This is an optimization exercise on Yosys and OpenROAD, whose aim is small area, a short achievable clock period and few clock cycles per item, not a production implementation.
In this exercise RTL edits were held to simulation tests only and were not proved equivalent to the original.
No activity file was given, so power comes from the tool's default toggle rates.

## flow/design.v (module list and top-level ports; edited modules follow where they fit)
// module s8b_encoder: 586 lines
module s8b_encoder (
    input  wire        clk,
    input  wire        rst,         
    input  wire        in_valid,
    output wire        in_ready,
    input  wire        in_flush,
    input  wire        in_pad,      
    input  wire [59:0] in_data,
    output wire        out_valid,
    input  wire        out_ready,
    output wire [63:0] out_word
);
  // ...
==> flow/run.sh <==
#!/bin/bash
# synth_recipe.tcl (not shown) runs the flow's synth.tcl, then flattens the netlist and writes it again
# the make line also repeats each setting of config.mk as NAME=value (left out here)
make -C /OpenROAD-flow-scripts/flow DESIGN_CONFIG=/design/flow/config.mk WORK_HOME=/design/flow/orfs CLKGATE_MAP_FILE= SYNTH_SCRIPT=/design/flow/synth_recipe.tcl finish
==> flow/config.mk <==
export PLATFORM = sky130hd
export DESIGN_NAME = s8b_encoder
export DESIGN_NICKNAME = s8b_encoder
export VERILOG_FILES = /design/flow/design.v
export SDC_FILE = /design/flow/constraint.sdc
export NUM_CORES = 4
export LEC_CHECK = 0
export CAP_MARGIN = 40
export CORE_MARGIN = 2
export CORE_UTILIZATION = 35
export SETUP_SLACK_MARGIN = 5
export SLEW_MARGIN = 40
==> flow/constraint.sdc <==
create_clock -name core_clock -period 8.0 [get_ports {clk}]
set_input_delay 1.6000 -clock core_clock [delete_from_list [all_inputs] [get_ports {clk}]]
set_output_delay 1.6000 -clock core_clock [all_outputs]
set_load 0.01 [all_outputs]
==> flow_summary.ini, run 1 <==
[status]
status = aborted with a tool error
haltStage = 5_1_grt
toolErrorMsg = [ERROR GRT-0232] Routing congestion too high. Check the congestion heatmap in the GUI.

[yosys]
synth_area_leaders = edfxtp_1 28%, dfxtp_1 11%, a22oi_1 5.2%
synth_top_cell_area_share = 0.276
dominantRegCellSynth = edfxtp_1
yosysWarnings = 1
synth_commonest_cells = 300 x nand2_1, 250 x clkbuf_1, 216 x nor2_1
synthDistinctLibCells = 80
synthAdderAreaFrac = 0
synth_seq_cells = 326
async_reset_ff_frac = 0
syn_area_sq_um = 22000
synth_edf_count = 202
synth-simple-area-share = 0.193
yosys.area.top_type = edfxtp_1
ys_seq_area_frac = 0.389
syn_inst = 2584
synth_compound_area_frac = 0.316
synth_most_common_cell = nand2_1
synth.avg_cell_area_sq_um = 8.50

[cts]
cts_setup_buffers = 156
ctsResizeCount = 375
cts_sinks = 326
ctsHtreeMaxLevel = 2
cts_made_buffers = 40
cts_root_buf = clkbuf_16
cts_buffer_depth = 3

[floorplanning]
ios = 132
dieHeight_um = 255
rows = 91
start_util = 0.355
die_x_um = 255

[global_routing]
grt_use_met1 = 0.553
use_met2 = 0.624
busiest_layer = met2
use_met3 = 0.280
grt_overflow_total = 2
grt_max_degree = 70

[placed_design]
dp_hpwl_mm = 89.3
place_area_sq_um = 24200
preCtsSetupSlack_ns = 3.51
dp_cells = 3350
Testbench counts, summed over its fixed seeds: cycles 26,120, items 25,283.
==> inputs of run 2 (changes only) <==
--- a/flow/design.v
+++ b/flow/design.v
@@ -35,21 +35,16 @@
                 cls_rg[jj] = ((x >> wid_of(jj - 1)) & ~({60{1'b1}} << (wid_of(jj) - wid_of(jj - 1)))) != 60'd0;
             cls_rg[13] = |x[44:30];
             cls_rg[14] = |x[59:45];
         end
     endfunction
     reg         pend, c_flush, c_pad;
     reg [14:1]  c_rg;
     reg [59:0]  c_v;
-    reg         s_full, s_flush, s_pad;
-    reg [14:1]  s_rg;
-    reg [59:0]  s_v;
-    assign in_ready = !s_full;
-    wire        accept = in_valid && !s_full;
     wire [14:1] in_rg  = cls_rg(in_data);
     reg [K-1:0] qs;                 
     reg [5:0]   n;
     reg [13:1]  js_ge;              
     reg [13:0]  jcn_oh;             
     reg [13:0]  jcn1_oh;            
     reg [13:1]  jcn_le;             
     reg [13:1]  jcn1_le;            
@@ -366,203 +361,98 @@
     assign moved[52] = (jcn_oh[1] & qs[43]);
     assign moved[53] = 1'b0;
     assign moved[54] = (jcn_oh[1] & qs[39]);
     assign moved[55] = 1'b0;
     assign moved[56] = (jcn_oh[1] & qs[58]);
     assign moved[57] = 1'b0;
     assign moved[58] = 1'b0;
     wire [NS-1:0] at_n = n_is[NS-1:0];
-    wire [29:0] thr;
-    assign thr[0] = jb_ge[0];
-    assign thr[1] = jb_ge[1];
-    assign thr[2] = jb_ge[2];
-    assign thr[3] = jb_ge[3];
-    assign thr[4] = jb_ge[4];
-    assign thr[5] = jb_ge[5];
-    assign thr[6] = jb_ge[6];
-    assign thr[7] = jb_ge[7];
-    assign thr[8] = jb_ge[8];
-    assign thr[9] = jb_ge[8];
-    assign thr[10] = jb_ge[9];
-    assign thr[11] = jb_ge[9];
-    assign thr[12] = jb_ge[10];
-    assign thr[13] = jb_ge[10];
-    assign thr[14] = jb_ge[10];
-    assign thr[15] = jb_ge[11];
-    assign thr[16] = jb_ge[11];
-    assign thr[17] = jb_ge[11];
-    assign thr[18] = jb_ge[11];
-    assign thr[19] = jb_ge[11];
-    assign thr[20] = jb_ge[12];
-    assign thr[21] = jb_ge[12];
-    assign thr[22] = jb_ge[12];
-    assign thr[23] = jb_ge[12];
-    assign thr[24] = jb_ge[12];
-    assign thr[25] = jb_ge[12];
-    assign thr[26] = jb_ge[12];
-    assign thr[27] = jb_ge[12];
-    assign thr[28] = jb_ge[12];
-    assign thr[29] = jb_ge[12];
-    wire [K-1:0] app_we, app_d;
-    assign app_we[0] = (at_n[0] & thr[0]);
-    assign app_d[0] = (at_n[0] & thr[0] & c_v[0]);
-    assign app_we[1] = (at_n[0] & thr[1]) | (at_n[46] & thr[0]);
-    assign app_d[1] = (at_n[0] & thr[1] & c_v[1]) | (at_n[46] & thr[0] & c_v[0]);
-    assign app_we[2] = (at_n[0] & thr[2]) | (at_n[24] & thr[0]);
-    assign app_d[2] = (at_n[0] & thr[2] & c_v[2]) | (at_n[24] & thr[0] & c_v[0]);
-    assign app_we[3] = (at_n[0] & thr[3]) | (at_n[18] & thr[1]) | (at_n[45] & thr[0]);
-    assign app_d[3] = (at_n[0] & thr[3] & c_v[3]) | (at_n[18] & thr[1] & c_v[1]) | (at_n[45] & thr[0] & c_v[0]);
-    assign app_we[4] = (at_n[0] & thr[4]) | (at_n[12] & thr[1]) | (at_n[40] & thr[0]);
-    assign app_d[4] = (at_n[0] & thr[4] & c_v[4]) | (at_n[12] & thr[1] & c_v[1]) | (at_n[40] & thr[0] & c_v[0]);
-    assign app_we[5] = (at_n[0] & thr[5]) | (at_n[10] & thr[1]) | (at_n[42] & thr[0]);
-    assign app_d[5] = (at_n[0] & thr[5] & c_v[5]) | (at_n[10] & thr[1] & c_v[1]) | (at_n[42] & thr[0] & c_v[0]);
-    assign app_we[6] = (at_n[0] & thr[6]) | (at_n[7] & thr[3]) | (at_n[16] & thr[2]) | (at_n[26] & thr[0]);
-    assign app_d[6] = (at_n[0] & thr[6] & c_v[6]) | (at_n[7] & thr[3] & c_v[3]) | (at_n[16] & thr[2] & c_v[2]) | (at_n[26] & thr[0] & c_v[0]);
-    assign app_we[7] = (at_n[0] & thr[7]) | (at_n[7] & thr[0]);
-    assign app_d[7] = (at_n[0] & thr[7] & c_v[7]) | (at_n[7] & thr[0] & c_v[0]);
-    assign app_we[8] = (at_n[0] & thr[28]) | (at_n[1] & thr[0]);
-    assign app_d[8] = (at_n[0] & thr[28] & c_v[28]) | (at_n[1] & thr[0] & c_v[0]);
-    assign app_we[9] = (at_n[0] & thr[12]) | (at_n[3] & thr[0]);
-    assign app_d[9] = (at_n[0] & thr[12] & c_v[12]) | (at_n[3] & thr[0] & c_v[0]);
-    assign app_we[10] = (at_n[0] & thr[9]) | (at_n[8] & thr[5]) | (at_n[10] & thr[0]);
-    assign app_d[10] = (at_n[0] & thr[9] & c_v[9]) | (at_n[8] & thr[5] & c_v[5]) | (at_n[10] & thr[0] & c_v[0]);
-    assign app_we[11] = (at_n[0] & thr[29]) | (at_n[1] & thr[5]) | (at_n[10] & thr[4]) | (at_n[11] & thr[0]);
-    assign app_d[11] = (at_n[0] & thr[29] & c_v[29]) | (at_n[1] & thr[5] & c_v[5]) | (at_n[10] & thr[4] & c_v[4]) | (at_n[11] & thr[0] & c_v[0]);
-    assign app_we[12] = (at_n[0] & thr[8]) | (at_n[6] & thr[0]);
-    assign app_d[12] = (at_n[0] & thr[8] & c_v[8]) | (at_n[6] & thr[0] & c_v[0]);
-    assign app_we[13] = (at_n[0] & thr[13]) | (at_n[3] & thr[1]) | (at_n[56] & thr[0]);
-    assign app_d[13] = (at_n[0] & thr[13] & c_v[13]) | (at_n[3] & thr[1] & c_v[1]) | (at_n[56] & thr[0] & c_v[0]);
-    assign app_we[14] = (at_n[0] & thr[14]) | (at_n[3] & thr[5]) | (at_n[10] & thr[3]) | (at_n[14] & thr[0]);
-    assign app_d[14] = (at_n[0] & thr[14] & c_v[14]) | (at_n[3] & thr[5] & c_v[5]) | (at_n[10] & thr[3] & c_v[3]) | (at_n[14] & thr[0] & c_v[0]);
-    assign app_we[15] = (at_n[0] & thr[18]) | (at_n[2] & thr[3]) | (at_n[15] & thr[1]) | (at_n[30] & thr[0]);
-    assign app_d[15] = (at_n[0] & thr[18] & c_v[18]) | (at_n[2] & thr[3] & c_v[3]) | (at_n[15] & thr[1] & c_v[1]) | (at_n[30] & thr[0] & c_v[0]);
-    assign app_we[16] = (at_n[0] & thr[25]) | (at_n[1] & thr[6]) | (at_n[8] & thr[4]) | (at_n[12] & thr[3]) | (at_n[16] & thr[0]);
-    assign app_d[16] = (at_n[0] & thr[25] & c_v[25]) | (at_n[1] & thr[6] & c_v[6]) | (at_n[8] & thr[4] & c_v[4]) | (at_n[12] & thr[3] & c_v[3]) | (at_n[16] & thr[0] & c_v[0]);
-    assign app_we[17] = (at_n[0] & thr[10]) | (at_n[6] & thr[4]) | (at_n[13] & thr[3]) | (at_n[17] & thr[0]);
-    assign app_d[17] = (at_n[0] & thr[10] & c_v[10]) | (at_n[6] & thr[4] & c_v[4]) | (at_n[13] & thr[3] & c_v[3]) | (at_n[17] & thr[0] & c_v[0]);
-    assign app_we[18] = (at_n[0] & thr[24]) | (at_n[1] & thr[3]) | (at_n[18] & thr[0]);
-    assign app_d[18] = (at_n[0] & thr[24] & c_v[24]) | (at_n[1] & thr[3] & c_v[3]) | (at_n[18] & thr[0] & c_v[0]);
-    assign app_we[19] = (at_n[0] & thr[20]) | (at_n[1] & thr[4]) | (at_n[13] & thr[2]) | (at_n[19] & thr[0]);
-    assign app_d[19] = (at_n[0] & thr[20] & c_v[20]) | (at_n[1] & thr[4] & c_v[4]) | (at_n[13] & thr[2] & c_v[2]) | (at_n[19] & thr[0] & c_v[0]);
-    assign app_we[20] = (at_n[0] & thr[16]) | (at_n[2] & thr[0]);
-    assign app_d[20] = (at_n[0] & thr[16] & c_v[16]) | (at_n[2] & thr[0] & c_v[0]);
-    assign app_we[21] = (at_n[0] & thr[21]) | (at_n[1] & thr[1]) | (at_n[50] & thr[0]);
-    assign app_d[21] = (at_n[0] & thr[21] & c_v[21]) | (at_n[1] & thr[1] & c_v[1]) | (at_n[50] & thr[0] & c_v[0]);
-    assign app_we[22] = (at_n[0] & thr[22]) | (at_n[1] & thr[2]) | (at_n[22] & thr[0]);
-    assign app_d[22] = (at_n[0] & thr[22] & c_v[22]) | (at_n[1] & thr[2] & c_v[2]) | (at_n[22] & thr[0] & c_v[0]);
-    assign app_we[23] = (at_n[0] & thr[23]) | (at_n[1] & thr[8]) | (at_n[5] & thr[3]) | (at_n[17] & thr[2]) | (at_n[21] & thr[1]) | (at_n[54] & thr[0]);
-    assign app_d[23] = (at_n[0] & thr[23] & c_v[23]) | (at_n[1] & thr[8] & c_v[8]) | (at_n[5] & thr[3] & c_v[3]) | (at_n[17] & thr[2] & c_v[2]) | (at_n[21] & thr[1] & c_v[1]) | (at_n[54] & thr[0] & c_v[0]);
-    assign app_we[24] = (at_n[0] & thr[17]) | (at_n[2] & thr[4]) | (at_n[12] & thr[0]);
-    assign app_d[24] = (at_n[0] & thr[17] & c_v[17]) | (at_n[2] & thr[4] & c_v[4]) | (at_n[12] & thr[0] & c_v[0]);
-    assign app_we[25] = (at_n[0] & thr[11]) | (at_n[4] & thr[1]) | (at_n[52] & thr[0]);
-    assign app_d[25] = (at_n[0] & thr[11] & c_v[11]) | (at_n[4] & thr[1] & c_v[1]) | (at_n[52] & thr[0] & c_v[0]);
-    assign app_we[26] = (at_n[0] & thr[26]) | (at_n[1] & thr[11]) | (at_n[5] & thr[1]) | (at_n[48] & thr[0]);
-    assign app_d[26] = (at_n[0] & thr[26] & c_v[26]) | (at_n[1] & thr[11] & c_v[11]) | (at_n[5] & thr[1] & c_v[1]) | (at_n[48] & thr[0] & c_v[0]);
-    assign app_we[27] = (at_n[0] & thr[27]) | (at_n[1] & thr[7]) | (at_n[10] & thr[2]) | (at_n[27] & thr[0]);
-    assign app_d[27] = (at_n[0] & thr[27] & c_v[27]) | (at_n[1] & thr[7] & c_v[7]) | (at_n[10] & thr[2] & c_v[2]) | (at_n[27] & thr[0] & c_v[0]);
-    assign app_we[28] = (at_n[0] & thr[15]) | (at_n[4] & thr[0]);
-    assign app_d[28] = (at_n[0] & thr[15] & c_v[15]) | (at_n[4] & thr[0] & c_v[0]);
-    assign app_we[29] = (at_n[0] & thr[19]) | (at_n[2] & thr[5]) | (at_n[9] & thr[2]) | (at_n[26] & thr[1]) | (at_n[29] & thr[0]);
-    assign app_d[29] = (at_n[0] & thr[19] & c_v[19]) | (at_n[2] & thr[5] & c_v[5]) | (at_n[9] & thr[2] & c_v[2]) | (at_n[26] & thr[1] & c_v[1]) | (at_n[29] & thr[0] & c_v[0]);
-    assign app_we[30] = (at_n[1] & thr[10]) | (at_n[5] & thr[0]);
-    assign app_d[30] = (at_n[1] & thr[10] & c_v[10]) | (at_n[5] & thr[0] & c_v[0]);
-    assign app_we[31] = (at_n[2] & thr[7]) | (at_n[6] & thr[1]) | (at_n[31] & thr[0]);
-    assign app_d[31] = (at_n[2] & thr[7] & c_v[7]) | (at_n[6] & thr[1] & c_v[1]) | (at_n[31] & thr[0] & c_v[0]);
-    assign app_we[32] = (at_n[2] & thr[2]) | (at_n[27] & thr[1]) | (at_n[32] & thr[0]);
-    assign app_d[32] = (at_n[2] & thr[2] & c_v[2]) | (at_n[27] & thr[1] & c_v[1]) | (at_n[32] & thr[0] & c_v[0]);
-    assign app_we[33] = (at_n[3] & thr[3]) | (at_n[16] & thr[1]) | (at_n[33] & thr[0]);
-    assign app_d[33] = (at_n[3] & thr[3] & c_v[3]) | (at_n[16] & thr[1] & c_v[1]) | (at_n[33] & thr[0] & c_v[0]);
-    assign app_we[34] = (at_n[1] & thr[14]) | (at_n[5] & thr[4]) | (at_n[11] & thr[1]) | (at_n[34] & thr[0]);
-    assign app_d[34] = (at_n[1] & thr[14] & c_v[14]) | (at_n[5] & thr[4] & c_v[4]) | (at_n[11] & thr[1] & c_v[1]) | (at_n[34] & thr[0] & c_v[0]);
-    assign app_we[35] = (at_n[1] & thr[15]) | (at_n[2] & thr[11]) | (at_n[4] & thr[3]) | (at_n[17] & thr[1]) | (at_n[35] & thr[0]);
-    assign app_d[35] = (at_n[1] & thr[15] & c_v[15]) | (at_n[2] & thr[11] & c_v[11]) | (at_n[4] & thr[3] & c_v[3]) | (at_n[17] & thr[1] & c_v[1]) | (at_n[35] & thr[0] & c_v[0]);
-    assign app_we[36] = (at_n[3] & thr[6]) | (at_n[7] & thr[1]) | (at_n[36] & thr[0]);
-    assign app_d[36] = (at_n[3] & thr[6] & c_v[6]) | (at_n[7] & thr[1] & c_v[1]) | (at_n[36] & thr[0] & c_v[0]);
-    assign app_we[37] = (at_n[1] & thr[17]) | (at_n[5] & thr[2]) | (at_n[24] & thr[1]) | (at_n[37] & thr[0]);
-    assign app_d[37] = (at_n[1] & thr[17] & c_v[17]) | (at_n[5] & thr[2] & c_v[2]) | (at_n[24] & thr[1] & c_v[1]) | (at_n[37] & thr[0] & c_v[0]);
-    assign app_we[38] = (at_n[3] & thr[2]) | (at_n[20] & thr[1]) | (at_n[38] & thr[0]);
-    assign app_d[38] = (at_n[3] & thr[2] & c_v[2]) | (at_n[20] & thr[1] & c_v[1]) | (at_n[38] & thr[0] & c_v[0]);
-    assign app_we[39] = (at_n[1] & thr[9]) | (at_n[9] & thr[3]) | (at_n[19] & thr[1]) | (at_n[39] & thr[0]);
-    assign app_d[39] = (at_n[1] & thr[9] & c_v[9]) | (at_n[9] & thr[3] & c_v[3]) | (at_n[19] & thr[1] & c_v[1]) | (at_n[39] & thr[0] & c_v[0]);
-    assign app_we[40] = (at_n[3] & thr[4]) | (at_n[12] & thr[2]) | (at_n[20] & thr[0]);
-    assign app_d[40] = (at_n[3] & thr[4] & c_v[4]) | (at_n[12] & thr[2] & c_v[2]) | (at_n[20] & thr[0] & c_v[0]);
-    assign app_we[41] = (at_n[2] & thr[1]) | (at_n[41] & thr[0]);
-    assign app_d[41] = (at_n[2] & thr[1] & c_v[1]) | (at_n[41] & thr[0] & c_v[0]);
-    assign app_we[42] = (at_n[1] & thr[12]) | (at_n[8] & thr[2]) | (at_n[21] & thr[0]);
-    assign app_d[42] = (at_n[1] & thr[12] & c_v[12]) | (at_n[8] & thr[2] & c_v[2]) | (at_n[21] & thr[0] & c_v[0]);
-    assign app_we[43] = (at_n[1] & thr[13]) | (at_n[3] & thr[7]) | (at_n[8] & thr[3]) | (at_n[14] & thr[1]) | (at_n[43] & thr[0]);
-    assign app_d[43] = (at_n[1] & thr[13] & c_v[13]) | (at_n[3] & thr[7] & c_v[7]) | (at_n[8] & thr[3] & c_v[3]) | (at_n[14] & thr[1] & c_v[1]) | (at_n[43] & thr[0] & c_v[0]);
-    assign app_we[44] = (at_n[2] & thr[14]) | (at_n[3] & thr[8]) | (at_n[6] & thr[2]) | (at_n[22] & thr[1]) | (at_n[44] & thr[0]);
-    assign app_d[44] = (at_n[2] & thr[14] & c_v[14]) | (at_n[3] & thr[8] & c_v[8]) | (at_n[6] & thr[2] & c_v[2]) | (at_n[22] & thr[1] & c_v[1]) | (at_n[44] & thr[0] & c_v[0]);
-    assign app_we[45] = (at_n[3] & thr[9]) | (at_n[6] & thr[3]) | (at_n[15] & thr[0]);
-    assign app_d[45] = (at_n[3] & thr[9] & c_v[9]) | (at_n[6] & thr[3] & c_v[3]) | (at_n[15] & thr[0] & c_v[0]);
-    assign app_we[46] = (at_n[1] & thr[16]) | (at_n[2] & thr[6]) | (at_n[7] & thr[4]) | (at_n[11] & thr[2]) | (at_n[23] & thr[0]);
-    assign app_d[46] = (at_n[1] & thr[16] & c_v[16]) | (at_n[2] & thr[6] & c_v[6]) | (at_n[7] & thr[4] & c_v[4]) | (at_n[11] & thr[2] & c_v[2]) | (at_n[23] & thr[0] & c_v[0]);
-    assign app_we[47] = (at_n[4] & thr[7]) | (at_n[6] & thr[5]) | (at_n[15] & thr[2]) | (at_n[23] & thr[1]) | (at_n[47] & thr[0]);
-    assign app_d[47] = (at_n[4] & thr[7] & c_v[7]) | (at_n[6] & thr[5] & c_v[5]) | (at_n[15] & thr[2] & c_v[2]) | (at_n[23] & thr[1] & c_v[1]) | (at_n[47] & thr[0] & c_v[0]);
-    assign app_we[48] = (at_n[1] & thr[18]) | (at_n[2] & thr[8]) | (at_n[6] & thr[6]) | (at_n[8] & thr[0]);
-    assign app_d[48] = (at_n[1] & thr[18] & c_v[18]) | (at_n[2] & thr[8] & c_v[8]) | (at_n[6] & thr[6] & c_v[6]) | (at_n[8] & thr[0] & c_v[0]);
-    assign app_we[49] = (at_n[1] & thr[19]) | (at_n[2] & thr[9]) | (at_n[8] & thr[1]) | (at_n[49] & thr[0]);
-    assign app_d[49] = (at_n[1] & thr[19] & c_v[19]) | (at_n[2] & thr[9] & c_v[9]) | (at_n[8] & thr[1] & c_v[1]) | (at_n[49] & thr[0] & c_v[0]);
-    assign app_we[50] = (at_n[2] & thr[10]) | (at_n[4] & thr[2]) | (at_n[25] & thr[0]);
-    assign app_d[50] = (at_n[2] & thr[10] & c_v[10]) | (at_n[4] & thr[2] & c_v[2]) | (at_n[25] & thr[0] & c_v[0]);
-    assign app_we[51] = (at_n[7] & thr[2]) | (at_n[25] & thr[1]) | (at_n[51] & thr[0]);
-    assign app_d[51] = (at_n[7] & thr[2] & c_v[2]) | (at_n[25] & thr[1] & c_v[1]) | (at_n[51] & thr[0] & c_v[0]);
-    assign app_we[52] = (at_n[2] & thr[12]) | (at_n[4] & thr[4]) | (at_n[13] & thr[0]);
-    assign app_d[52] = (at_n[2] & thr[12] & c_v[12]) | (at_n[4] & thr[4] & c_v[4]) | (at_n[13] & thr[0] & c_v[0]);
-    assign app_we[53] = (at_n[2] & thr[13]) | (at_n[4] & thr[5]) | (at_n[13] & thr[1]) | (at_n[53] & thr[0]);
-    assign app_d[53] = (at_n[2] & thr[13] & c_v[13]) | (at_n[4] & thr[5] & c_v[5]) | (at_n[13] & thr[1] & c_v[1]) | (at_n[53] & thr[0] & c_v[0]);
-    assign app_we[54] = (at_n[4] & thr[6]) | (at_n[7] & thr[5]) | (at_n[9] & thr[0]);
-    assign app_d[54] = (at_n[4] & thr[6] & c_v[6]) | (at_n[7] & thr[5] & c_v[5]) | (at_n[9] & thr[0] & c_v[0]);
-    assign app_we[55] = (at_n[3] & thr[10]) | (at_n[5] & thr[5]) | (at_n[9] & thr[1]) | (at_n[55] & thr[0]);
-    assign app_d[55] = (at_n[3] & thr[10] & c_v[10]) | (at_n[5] & thr[5] & c_v[5]) | (at_n[9] & thr[1] & c_v[1]) | (at_n[55] & thr[0] & c_v[0]);
-    assign app_we[56] = (at_n[3] & thr[11]) | (at_n[4] & thr[8]) | (at_n[5] & thr[6]) | (at_n[18] & thr[2]) | (at_n[28] & thr[0]);
-    assign app_d[56] = (at_n[3] & thr[11] & c_v[11]) | (at_n[4] & thr[8] & c_v[8]) | (at_n[5] & thr[6] & c_v[6]) | (at_n[18] & thr[2] & c_v[2]) | (at_n[28] & thr[0] & c_v[0]);
-    assign app_we[57] = (at_n[4] & thr[9]) | (at_n[5] & thr[7]) | (at_n[28] & thr[1]) | (at_n[57] & thr[0]);
-    assign app_d[57] = (at_n[4] & thr[9] & c_v[9]) | (at_n[5] & thr[7] & c_v[7]) | (at_n[28] & thr[1] & c_v[1]) | (at_n[57] & thr[0] & c_v[0]);
-    assign app_we[58] = (at_n[9] & thr[4]) | (at_n[11] & thr[3]) | (at_n[14] & thr[2]) | (at_n[58] & thr[0]);
-    assign app_d[58] = (at_n[9] & thr[4] & c_v[4]) | (at_n[11] & thr[3] & c_v[3]) | (at_n[14] & thr[2] & c_v[2]) | (at_n[58] & thr[0] & c_v[0]);
+    wire [K-1:0] app_d;
+    assign app_d[0] = (at_n[0] & c_v[0]);
+    assign app_d[1] = (at_n[0] & c_v[1]) | (at_n[46] & c_v[0]);
+    assign app_d[2] = (at_n[0] & c_v[2]) | (at_n[24] & c_v[0]);
+    assign app_d[3] = (at_n[0] & c_v[3]) | (at_n[18] & c_v[1]) | (at_n[45] & c_v[0]);
+    assign app_d[4] = (at_n[0] & c_v[4]) | (at_n[12] & c_v[1]) | (at_n[40] & c_v[0]);
+    assign app_d[5] = (at_n[0] & c_v[5]) | (at_n[10] & c_v[1]) | (at_n[42] & c_v[0]);
+    assign app_d[6] = (at_n[0] & c_v[6]) | (at_n[7] & c_v[3]) | (at_n[16] & c_v[2]) | (at_n[26] & c_v[0]);
+    assign app_d[7] = (at_n[0] & c_v[7]) | (at_n[7] & c_v[0]);
+    assign app_d[8] = (at_n[0] & c_v[28]) | (at_n[1] & c_v[0]);
+    assign app_d[9] = (at_n[0] & c_v[12]) | (at_n[3] & c_v[0]);
+    assign app_d[10] = (at_n[0] & c_v[9]) | (at_n[8] & c_v[5]) | (at_n[10] & c_v[0]);
+    assign app_d[11] = (at_n[0] & c_v[29]) | (at_n[1] & c_v[5]) | (at_n[10] & c_v[4]) | (at_n[11] & c_v[0]);
+    assign app_d[12] = (at_n[0] & c_v[8]) | (at_n[6] & c_v[0]);
+    assign app_d[13] = (at_n[0] & c_v[13]) | (at_n[3] & c_v[1]) | (at_n[56] & c_v[0]);
+    assign app_d[14] = (at_n[0] & c_v[14]) | (at_n[3] & c_v[5]) | (at_n[10] & c_v[3]) | (at_n[14] & c_v[0]);
+    assign app_d[15] = (at_n[0] & c_v[18]) | (at_n[2] & c_v[3]) | (at_n[15] & c_v[1]) | (at_n[30] & c_v[0]);
+    assign app_d[16] = (at_n[0] & c_v[25]) | (at_n[1] & c_v[6]) | (at_n[8] & c_v[4]) | (at_n[12] & c_v[3]) | (at_n[16] & c_v[0]);
+    assign app_d[17] = (at_n[0] & c_v[10]) | (at_n[6] & c_v[4]) | (at_n[13] & c_v[3]) | (at_n[17] & c_v[0]);
+    assign app_d[18] = (at_n[0] & c_v[24]) | (at_n[1] & c_v[3]) | (at_n[18] & c_v[0]);
+    assign app_d[19] = (at_n[0] & c_v[20]) | (at_n[1] & c_v[4]) | (at_n[13] & c_v[2]) | (at_n[19] & c_v[0]);
+    assign app_d[20] = (at_n[0] & c_v[16]) | (at_n[2] & c_v[0]);
+    assign app_d[21] = (at_n[0] & c_v[21]) | (at_n[1] & c_v[1]) | (at_n[50] & c_v[0]);
+    assign app_d[22] = (at_n[0] & c_v[22]) | (at_n[1] & c_v[2]) | (at_n[22] & c_v[0]);
+    assign app_d[23] = (at_n[0] & c_v[23]) | (at_n[1] & c_v[8]) | (at_n[5] & c_v[3]) | (at_n[17] & c_v[2]) | (at_n[21] & c_v[1]) | (at_n[54] & c_v[0]);
+    assign app_d[24] = (at_n[0] & c_v[17]) | (at_n[2] & c_v[4]) | (at_n[12] & c_v[0]);
+    assign app_d[25] = (at_n[0] & c_v[11]) | (at_n[4] & c_v[1]) | (at_n[52] & c_v[0]);
+    assign app_d[26] = (at_n[0] & c_v[26]) | (at_n[1] & c_v[11]) | (at_n[5] & c_v[1]) | (at_n[48] & c_v[0]);
+    assign app_d[27] = (at_n[0] & c_v[27]) | (at_n[1] & c_v[7]) | (at_n[10] & c_v[2]) | (at_n[27] & c_v[0]);
+    assign app_d[28] = (at_n[0] & c_v[15]) | (at_n[4] & c_v[0]);
+    assign app_d[29] = (at_n[0] & c_v[19]) | (at_n[2] & c_v[5]) | (at_n[9] & c_v[2]) | (at_n[26] & c_v[1]) | (at_n[29] & c_v[0]);
+    assign app_d[30] = (at_n[1] & c_v[10]) | (at_n[5] & c_v[0]);
+    assign app_d[31] = (at_n[2] & c_v[7]) | (at_n[6] & c_v[1]) | (at_n[31] & c_v[0]);
+    assign app_d[32] = (at_n[2] & c_v[2]) | (at_n[27] & c_v[1]) | (at_n[32] & c_v[0]);
+    assign app_d[33] = (at_n[3] & c_v[3]) | (at_n[16] & c_v[1]) | (at_n[33] & c_v[0]);
+    assign app_d[34] = (at_n[1] & c_v[14]) | (at_n[5] & c_v[4]) | (at_n[11] & c_v[1]) | (at_n[34] & c_v[0]);
+    assign app_d[35] = (at_n[1] & c_v[15]) | (at_n[2] & c_v[11]) | (at_n[4] & c_v[3]) | (at_n[17] & c_v[1]) | (at_n[35] & c_v[0]);
+    assign app_d[36] = (at_n[3] & c_v[6]) | (at_n[7] & c_v[1]) | (at_n[36] & c_v[0]);
+    assign app_d[37] = (at_n[1] & c_v[17]) | (at_n[5] & c_v[2]) | (at_n[24] & c_v[1]) | (at_n[37] & c_v[0]);
+    assign app_d[38] = (at_n[3] & c_v[2]) | (at_n[20] & c_v[1]) | (at_n[38] & c_v[0]);
+    assign app_d[39] = (at_n[1] & c_v[9]) | (at_n[9] & c_v[3]) | (at_n[19] & c_v[1]) | (at_n[39] & c_v[0]);
+    assign app_d[40] = (at_n[3] & c_v[4]) | (at_n[12] & c_v[2]) | (at_n[20] & c_v[0]);
+    assign app_d[41] = (at_n[2] & c_v[1]) | (at_n[41] & c_v[0]);
+    assign app_d[42] = (at_n[1] & c_v[12]) | (at_n[8] & c_v[2]) | (at_n[21] & c_v[0]);
+    assign app_d[43] = (at_n[1] & c_v[13]) | (at_n[3] & c_v[7]) | (at_n[8] & c_v[3]) | (at_n[14] & c_v[1]) | (at_n[43] & c_v[0]);
+    assign app_d[44] = (at_n[2] & c_v[14]) | (at_n[3] & c_v[8]) | (at_n[6] & c_v[2]) | (at_n[22] & c_v[1]) | (at_n[44] & c_v[0]);
+    assign app_d[45] = (at_n[3] & c_v[9]) | (at_n[6] & c_v[3]) | (at_n[15] & c_v[0]);
+    assign app_d[46] = (at_n[1] & c_v[16]) | (at_n[2] & c_v[6]) | (at_n[7] & c_v[4]) | (at_n[11] & c_v[2]) | (at_n[23] & c_v[0]);
+    assign app_d[47] = (at_n[4] & c_v[7]) | (at_n[6] & c_v[5]) | (at_n[15] & c_v[2]) | (at_n[23] & c_v[1]) | (at_n[47] & c_v[0]);
+    assign app_d[48] = (at_n[1] & c_v[18]) | (at_n[2] & c_v[8]) | (at_n[6] & c_v[6]) | (at_n[8] & c_v[0]);
+    assign app_d[49] = (at_n[1] & c_v[19]) | (at_n[2] & c_v[9]) | (at_n[8] & c_v[1]) | (at_n[49] & c_v[0]);
+    assign app_d[50] = (at_n[2] & c_v[10]) | (at_n[4] & c_v[2]) | (at_n[25] & c_v[0]);
+    assign app_d[51] = (at_n[7] & c_v[2]) | (at_n[25] & c_v[1]) | (at_n[51] & c_v[0]);
+    assign app_d[52] = (at_n[2] & c_v[12]) | (at_n[4] & c_v[4]) | (at_n[13] & c_v[0]);
+    assign app_d[53] = (at_n[2] & c_v[13]) | (at_n[4] & c_v[5]) | (at_n[13] & c_v[1]) | (at_n[53] & c_v[0]);
+    assign app_d[54] = (at_n[4] & c_v[6]) | (at_n[7] & c_v[5]) | (at_n[9] & c_v[0]);
+    assign app_d[55] = (at_n[3] & c_v[10]) | (at_n[5] & c_v[5]) | (at_n[9] & c_v[1]) | (at_n[55] & c_v[0]);
+    assign app_d[56] = (at_n[3] & c_v[11]) | (at_n[4] & c_v[8]) | (at_n[5] & c_v[6]) | (at_n[18] & c_v[2]) | (at_n[28] & c_v[0]);
+    assign app_d[57] = (at_n[4] & c_v[9]) | (at_n[5] & c_v[7]) | (at_n[28] & c_v[1]) | (at_n[57] & c_v[0]);
+    assign app_d[58] = (at_n[9] & c_v[4]) | (at_n[11] & c_v[3]) | (at_n[14] & c_v[2]) | (at_n[58] & c_v[0]);
     wire load_c = !pend || (step && consume);
+    assign in_ready = load_c;
     always @(posedge clk) begin
         if (rst) begin
             pend       <= 1'b0;
-            s_full     <= 1'b0;
             n          <= 6'd0;
             js_ge      <= 13'd0;
             jcn_oh     <= 14'd0;
             jcn1_oh    <= 14'd1 << 13;
             jcn_le     <= 13'd0;
             jcn1_le    <= 13'd1 << 12;
             rem_zero   <= 1'b1;
             empty      <= 1'b1;
             word_valid <= 1'b0;
             qs         <= {K{1'b0}};
         end else begin
             if (load_c) begin
-                if (s_full) begin
-                    pend    <= 1'b1;
-                    c_v     <= s_v;
-                    c_rg    <= s_rg;
-                    c_flush <= s_flush;
-                    c_pad   <= s_pad;
-                    s_full  <= 1'b0;
-                end else begin
-                    pend    <= accept;
-                    c_v     <= in_data;
-                    c_rg    <= in_rg;
-                    c_flush <= in_flush;
-                    c_pad   <= in_pad;
-                end
-            end else if (accept) begin
-                s_full  <= 1'b1;
-                s_v     <= in_data;
-                s_rg    <= in_rg;
-                s_flush <= in_flush;
-                s_pad   <= in_pad;
+                pend    <= in_valid;
+                c_v     <= in_data;
+                c_rg    <= in_rg;
+                c_flush <= in_flush;
+                c_pad   <= in_pad;
             end
             if (word_valid && out_ready)
                 word_valid <= 1'b0;
             if (step) begin
                 n        <= n_next;
                 jcn_oh   <= jcn_next;
                 jcn1_oh  <= jcn1_next;
                 jcn_le   <= shift ? jl_s  : (app ? jl_a  : 13'd0);
@@ -574,13 +464,13 @@
                     word_r     <= {sel_code, pay};
                     word_valid <= 1'b1;
                 end
                 if (emit_b || padf)
                     qs <= {K{1'b0}};
                 else if (shift)
                     qs <= moved;
                 else if (app)
-                    qs <= (qs & ~app_we) | app_d;
+                    qs <= qs | app_d;
             end
         end
     end
 endmodule
==> flow/config.mk (replaced) <==
export PLATFORM = sky130hd
export DESIGN_NAME = s8b_encoder
export DESIGN_NICKNAME = s8b_encoder
export VERILOG_FILES = /design/flow/design.v
export SDC_FILE = /design/flow/constraint.sdc
export NUM_CORES = 4
export LEC_CHECK = 0
export CAP_MARGIN = 40
export CORE_MARGIN = 2
export CORE_UTILIZATION = 30
export SETUP_SLACK_MARGIN = 5
export SLEW_MARGIN = 40
==> run 2 against run 1 <==
Now clean on timing, DRC and antenna. Synthesized cell count decreased by 17%. Area after synthesis is 20% lower.
==> flow_summary.ini, run 2 <==
[yosys]
synth_top_cell_area_share = 0.228
synth_nets = 2198
yosysWarnings = 1
syn_area_sq_um = 17500
synth_edf_count = 133
synthDistinctLibCells = 78
synth.avg_cell_area_sq_um = 8.22
synth_seq_cells = 256
yosys.area.top_type = edfxtp_1
ys_seq_area_frac = 0.369
syn_inst = 2132
dominantRegCellSynth = edfxtp_1
async_reset_ff_frac = 0
synth_commonest_cells = 229 x nor2_1, 202 x clkbuf_1, 166 x nand2_1
synth_most_common_cell = nor2_1
synth_area_leaders = edfxtp_1 23%, dfxtp_1 14%, a22oi_1 6.9%

[setup_path]
critPathBufInv = 2
slowest_delay_ns = 0.43
crit_required_ns = 6.40
r2r_slack_ns = 4.37
crit_family = compound AO/OA/AOI/OAI gates
cp-start-kind = flop
end_kind = output pin
critPathSlowestCell = edfxtp_1
criticalPathCategory = reg -> out
worst-endpoint-arrival_ns = 2.20
cp_cell_sequence = buf_12 -> a22o_4 -> nor2_4 -> nand4b_4 -> a22o_4 -> o21ai_4 -> buf_6
cpMostUsedCell = a22o_4
path_max_fanout = 2

[pwr]
powerDensity_nw_per_um2 = 190
p_leak_nw = 7.59
ir_drop_mv = 0.168

[sta]
setup_tns_ns = 0
post-route-min-period_ns = 3.80
skew_ns = 0.0223
setup_viol = 0
worstMarginPinSlew_ns = 1.07
relSlewSlack = 0.284
hold_viol = 0
rsz0062_at_grt = yes
fmax_mhz = 263
slew_violations = 0
fin_crit_sh = 0.475

[placed_design]
gp_congestion = 1.01
dp_cells = 2821
dp_hpwl_mm = 70.5
place_area_sq_um = 19400
port_buffers = 131

[cts]
ctsHtreeMaxLevel = 2
hold_buffers = 0
cts_made_buffers = 34
cts_sinks = 256
clk_latency_ns = 0.58
cts_root_buf = clkbuf_16
cts.clk_slew.worst_paths_ns = 0.06
cts_tree = yes
cts_buffer_depth = 3

[cells_and_area]
num-nets-final = 2268
regMostFlops = word_r
layout.cells.non_filler = 3002
area_growth_pct = 27.3
layout_common_cells = 221 x nor2_1, 162 x a22oi_1, 160 x nand2_1
final_cell_area_sq_um = 22300
drive_above_1_share = 0.178
largest_reg_flops = 64
reg_top3 = word_r: 64 flops, c_v: 60 flops, qs: 59 flops
final_common_cell = nor2_1

[floorplanning]
start_util = 0.304
core_area_sq_um = 57700
die_x_um = 246
ios = 132
rows = 88
die-area_sq_um = 60300
dieHeight_um = 246

[global_routing]
grt_max_degree = 70
grt_first_pass_wirelength_mm = 155
grt_overflow_total = 0
grt_util_all_layers = 0.357
grt_antenna_before_repair = 4
grt_pass1_vias = 20100

[run]
cap_violations = 0

[drt]
vias_per_cell = 7.47
routedWlPerCell_um = 38.6
num_vias = 22400
drtIter0Drc = 5515
wl_mm = 116
ant_nets = 0
route.detailed.drc = 0
first_pass_iters = 22

[status]
status = finished clean

[min_path]
hold_class = reg -> reg
## run 2: cell types whose count changed after synthesis, sizes merged, moves of 24 or more
cell,previous run,this run
o21ai,175,90
nand3,71,45
o2bb2ai,0,24
edfxtp,202,133
mux2,69,0
nand2,300,166
clkbuf,250,202
## run 2: layer usage
metal,vias up,global-route usage,part of all wire
met3,715,0.169,0.17
met2,2299,0.484,0.38
li1,8604,-,-
met1,10800,0.449,0.36
met5,-,0.0155,0.0024
met4,12,0.225,0.087
## run 2: path summary, 6_finish.rpt
path	from	to	cells past startpoint
max	c_v[5]	in_ready	7
min	jcn1_oh[0]	jcn1_oh[0]	2
min reg2reg	jcn1_oh[0]	jcn1_oh[0]	2
max reg2reg	c_rg[8]	word_r[19]	11
## run 2: logic make-up after synthesis
kind of cell | count (synthesis) | share of synthesized area
AOI/OAI and AO/OA | 817 | 0.345
and+or+nand+nor | 754 | 0.213
muxes | 3 | 0.00171
DFF | 256 | 0.369
buffers and inverters | 302 | 0.0716
## run 2: layout make-up
cell class / count / area (sq um)
Fill cell: 5912 / 35400
Multi-Input combinational cell: 1587 / 10700
Sequential cell: 256 / 6470
Timing Repair Buffer: 306 / 3000
Clock buffer: 46 / 987
Tap cell: 765 / 957
Clock inverter: 16 / 149
Inverter: 17 / 63.8
Antenna cell: 9 / 22.5
## run 2: stage by stage
step / utilization / hold slack, ns / setup WS, ns / power (mW)
2_1_floorplan: - / 0.429 / 4.44 / 2.04
3_3_place_gp: 0.334 / 0.479 / 3.06 / 2.44
3_5_place_dp: 0.336 / 0.481 / 3.06 / 2.45
4_1_cts: 0.368 / 0.490 / 4.22 / 4.07
5_1_grt: 0.386 / 0.512 / 4.14 / 4.31
6_report: 0.387 / 0.489 / 4.20 / 4.24
## run 2: worst register-to-register path, cell delays in order (launching register included)
cell	delay, ns
edfxtp_1	0.50
nand2_1	0.15
and4_4	0.22
nand4b_4	0.10
buf_4	0.12
buf_6	0.23
nor4_2	0.09
buf_4	0.22
or2_4	0.37
a222oi_1	0.91
nand3_1	0.15
a211o_1	0.31
## run 2: timing repair
action | in CTS | in global routing
resized for setup | 144 | 91
setup endpoints to repair | 367 | 173
setup buffers | 32 | 52
cloned | 11 | 13
pin swaps | 10 | 29
## run 2: report_power, final
group / switching, mW / internal (mW) / leakage (nW)
combinational: 0.676 / 0.354 / 4.79
sequential: 0.161 / 1.47 / 2.24
clock: 0.664 / 0.914 / 0.562
Testbench counts of run 2, summed over its fixed seeds: cycles 26,120, items 25,283.

port drivers added, routing unchanged:
How much do the figures lean on ideal ports? The routed layout below was timed once more, with nothing changed but the port constraints. Step 1: set_driving_cell puts a clkbuf_16 on clk and a buf_2 on each other input, an assumption about the parent block. Step 2 times the ports against the registers' clock, not the clock port: input delays grow and output delays shrink by t, the midpoint of the rising clock arrivals with the driver on. a / b / c = no drivers / after step 1 / after step 2; a / b = the first two.
run: run 2
shift t [ns]: 0.633
slack for setup (ns): 4.198 / 4.132 / 4.226
worst setup path after step 2: input to output
worst register clock-pin slew, ns: 0.07 / 0.07
worst data-port slew with drivers (ns): 0.05
After both steps run 2 still meets setup and hold. The setup slack of run 2 moves by -0.066 ns with the drivers and by +0.028 ns with both steps.
